This design comes from an exercise in tuning for small area on the open sky130 flow, not from production work.
Only simulation tests tie the RTL to the original design; equivalence was not proved.
Power is estimated from default activity; no workload was simulated.

run 1:
==> flow/design.v (excerpt) <==
module modbus_slave (
    input  wire        clk,
    input  wire        rst,
    input  wire [31:0] cfg_baud,
    input  wire [7:0]  cfg_slave_id,
    input  wire [15:0] cfg_base,
    input  wire [15:0] cfg_size,
    input  wire [31:0] cfg_timeout,
    input  wire        poll_req,
    output wire        poll_done,
    output wire [7:0]  alarm_code,
    output wire        busy,
    output wire        fault,
    input  wire        rx_avail,
    input  wire [7:0]  rx_data,
    output wire        rx_pop,
    output wire        tx_push,
    output reg  [7:0]  tx_data,
    output wire        tx_flush_req,
    input  wire        tx_flush_done,
    input  wire [31:0] clk_now,
    input  wire        tick_us,
    input  wire        dir_set,
    output wire        de,
    output wire        de_oe,
    output wire [15:0] st_idx,
    output wire        st_rd,
    input  wire [15:0] st_rdata,
    output wire        st_wr,
    output wire [15:0] st_wdata
);
export LEC_CHECK = 0
export CAP_MARGIN = 20
export CORE_MARGIN = 2
export CORE_UTILIZATION = 58
export CTS_BUF_LIST = sky130_fd_sc_hd__clkbuf_16
export CTS_CLUSTER_DIAMETER = 80
export CTS_CLUSTER_SIZE = 30
export SLEW_MARGIN = 20
create_clock -name core_clock -period 10.0 [get_ports {clk}]
standard.sh (not shown) runs the stock make flow with config.mk's settings and CLKGATE_MAP_FILE= SYNTH_SCRIPT=/design/flow/synth_recipe.tcl, a recipe that flattens the netlist after the stock synthesis.
==> flow/flow/run.sh <==
#!/bin/bash
# Layout flow: the standard ORFS flow (standard.sh: unchanged synthesis,
# floorplan, placement, routing), except that
#  - every input and output port still gets its own buffer, but a
#    sky130_fd_sc_hd__buf_1 (the resizer upsizes or rebuffers where needed);
#  - clock-tree synthesis runs without dummy load cells.
# Each tool's full output stays in orfs/logs/; make's own output goes to
# flow_make.log in the work folder.
set -euo pipefail
CTS="-sink_clustering_enable -repair_clock_nets -dont_use_dummy_load"
CTS="$CTS -buf_list sky130_fd_sc_hd__clkbuf_16 -sink_clustering_size 30 -sink_clustering_max_diameter 80"
bash standard.sh "CTS_ARGS=$CTS" "BUFFER_PORTS_ARGS=-buffer_cell sky130_fd_sc_hd__buf_1" finish > flow_make.log 2>&1
Run 1 | stages: all done | timing, DRC, antenna: all pass
For run 2, these inputs were changed with respect to run 1:
Settings: CTS_CLUSTER_DIAMETER no longer set, was 80; CORE_UTILIZATION now 66, was 58; CTS_CLUSTER_SIZE no longer set, was 30; CTS_BUF_LIST no longer set, was sky130_fd_sc_hd__clkbuf_16.
-- flow/flow/run.sh --
<<< run 1, line 10
CTS="-sink_clustering_enable -repair_clock_nets -dont_use_dummy_load"
CTS="$CTS -buf_list sky130_fd_sc_hd__clkbuf_16 -sink_clustering_size 30 -sink_clustering_max_diameter 80"
bash standard.sh "CTS_ARGS=$CTS" "BUFFER_PORTS_ARGS=-buffer_cell sky130_fd_sc_hd__buf_1" finish > flow_make.log 2>&1
>>> run 2, line 10
CTS="-sink_clustering_enable -repair_clock_nets -dont_use_dummy_load"
CTS="$CTS -buf_list sky130_fd_sc_hd__clkbuf_8 -sink_clustering_size 20 -sink_clustering_max_diameter 60"
bash standard.sh "CTS_ARGS=$CTS" "BUFFER_PORTS_ARGS=-buffer_cell sky130_fd_sc_hd__buf_1" finish > flow_make.log 2>&1
### Flow results
Run 2 finished every stage and its layout cleared the timing, design-rule and antenna checks.
Compared to run 1, run 2 has half-perimeter wire length after placement 1.2 mm higher.
Between run 2 and run 1, the buffer share of cell area does not differ in any meaningful way.
Clock power share ends up higher on run 1.
Looking at top layer reached by signal wires, the met5 result is from run 2; the met4 one comes from run 1.
Input-level comparison between run 3 and run 2:
Settings: a change of CORE_UTILIZATION from 66 to 58; an added CTS_CLUSTER_SIZE of 30; an added CTS_BUF_LIST of sky130_fd_sc_hd__clkbuf_16; an added CTS_CLUSTER_DIAMETER of 80.
Sequential cell fraction of total power delta (run 3 -> run 2): insignificant. Worst setup slack came out lower on run 3 than on run 2. Diff run 2 -> run 3 | wire length | down by a few percent.
What run 4 does differently from run 3 at the input level:
Settings: GPL_TIMING_DRIVEN newly set to 0; CTS_BUF_LIST removed (was sky130_fd_sc_hd__clkbuf_16); CTS_CLUSTER_SIZE removed (was 30); CTS_CLUSTER_DIAMETER removed (was 80).
==> notes.md <==
Looking at the reports, run 4 completed the entire flow and the layout it produced met the timing, design-rule and antenna checks. Cmp run 4 vs run 3: power spent charging and discharging nets higher in run 4. Run 4 against run 3: combinational group share of total power increased by 1.6 points relative to the old numbers, least setup slack across all paths after layout decreased by 1.02 ns relative to the old numbers, number of port buffers decreased by 1 relative to the old numbers, area of all placed cells without fillers increased by about 1.7% relative to the old numbers. Per the comparison of run 4 with run 3, peak clock frequency supported by timing shrank by 12 MHz; met1 track demand over resource in global routing grew by 1.0 points; final critical path time including I/O delays and setup grew by 1.02 ns; final clock period utilization by the worst path grew by 10 points; number of antenna violations at the first check in global routing shrank by 1.

* * *

== P ==
Starting RTL as in the previous note.
clock: 10.0 ns
lec_check: 0
cap_margin: 20
core_margin: 2
core_utilization: 58
cts_buf_list: sky130_fd_sc_hd__clkbuf_16
cts_cluster_diameter: 80
cts_cluster_size: 30
slew_margin: 20
==> flow/flow/run.sh <==
#!/bin/bash
# Layout flow: the standard ORFS flow (standard.sh: unchanged synthesis,
# floorplan, placement, routing), except that
#  - every input and output port still gets its own buffer, but a
#    sky130_fd_sc_hd__buf_1 (the resizer upsizes or rebuffers where needed);
#  - clock-tree synthesis runs without dummy load cells.
# Each tool's full output stays in orfs/logs/; make's own output goes to
# flow_make.log in the work folder.
set -euo pipefail
CTS="-sink_clustering_enable -repair_clock_nets -dont_use_dummy_load"
CTS="$CTS -buf_list sky130_fd_sc_hd__clkbuf_4 -sink_clustering_size 12 -sink_clustering_max_diameter 40"
bash standard.sh "CTS_ARGS=$CTS" "BUFFER_PORTS_ARGS=-buffer_cell sky130_fd_sc_hd__buf_1" finish > flow_make.log 2>&1
Input-level comparison between Q and P:
==> flow/run.sh (new file) <==
#!/bin/bash
# synth_recipe.tcl (not shown) runs the flow's synth.tcl, then flattens the netlist and writes it again
# the make line also repeats each setting of config.mk as NAME=value (left out here)
make -C /OpenROAD-flow-scripts/flow DESIGN_CONFIG=/design/flow/config.mk WORK_HOME=/design/flow/orfs CLKGATE_MAP_FILE= SYNTH_SCRIPT=/design/flow/synth_recipe.tcl finish
removed: flow/flow/run.sh
removed: flow/standard.sh
[summary]
Q: highest net fanout along the worst path is 9 lower than what P reported.
Compared with P, Q shows half-perimeter wire length of the detailed placement result higher by 5.3%.
Relative to P, clock skew decreased by 0.10 ns in Q.
The core of Q is more densely filled than that of P.
On top achievable clock speed, P beats Q.
Changes observed in Q relative to P: hold slack saw an increase, final worst-path cycle share moved up, worst slew margin relative to its limit has increased, proportion of power drawn by combinational gates up 0.3 points.
Compared with P, Q is the more power-hungry design.
Run comparison: Q slowest library cell on the worst path sky130_fd_sc_hd__clkdlybuf4s50_1; P slowest library cell on the worst path sky130_fd_sc_hd__dfxtp_1
Q went all the way through the flow, and no timing, DRC or antenna check failed.

## static timing again, ports no longer ideal
Ports are ideal in the flow. The routed layouts listed here were re-timed in OpenROAD. Step 1 (the two cells are an assumption about what drives the block):
set clk [get_ports {clk}]
set_driving_cell -lib_cell sky130_fd_sc_hd__clkbuf_16 $clk
set_driving_cell -lib_cell sky130_fd_sc_hd__buf_2 [delete_from_list [all_inputs] $clk]
Step 2 adds t to the input delays and takes it off the output delays; t is the mean of the earliest and latest rising clock arrival at the registers after step 1. Input paths then give back, and output paths get back, about the clock's delay inside the block. Three values: ideal, step 1, step 2; two values: the first two.
run	t (ns)	setup WS [ns]	worst setup path after step 2	clock arrival spread, ns	worst data-port slew with drivers (ns)
run 1	0.595	1.399 / 1.399 / 0.890	input to register	0.047 / 0.047	0.05
run 2	0.586	1.552 / 1.552 / 1.053	input to register	0.076 / 0.076	0.06
run 3	0.591	1.440 / 1.440 / 0.903	input to register	0.091 / 0.091	0.05
run 4	0.589	0.425 / 0.425 / 0.311	input to register	0.053 / 0.052	0.05
P	0.708	1.494 / 1.494 / 0.948	input to register	0.127 / 0.127	0.05
Q	0.617	1.192 / 1.217 / 0.600	input to register	0.026 / 0.026	0.06
After both steps setup and hold are still met in every run listed. The setup slack of Q, which loses most, moves by +0.025 ns with the drivers and by -0.592 ns with both steps.
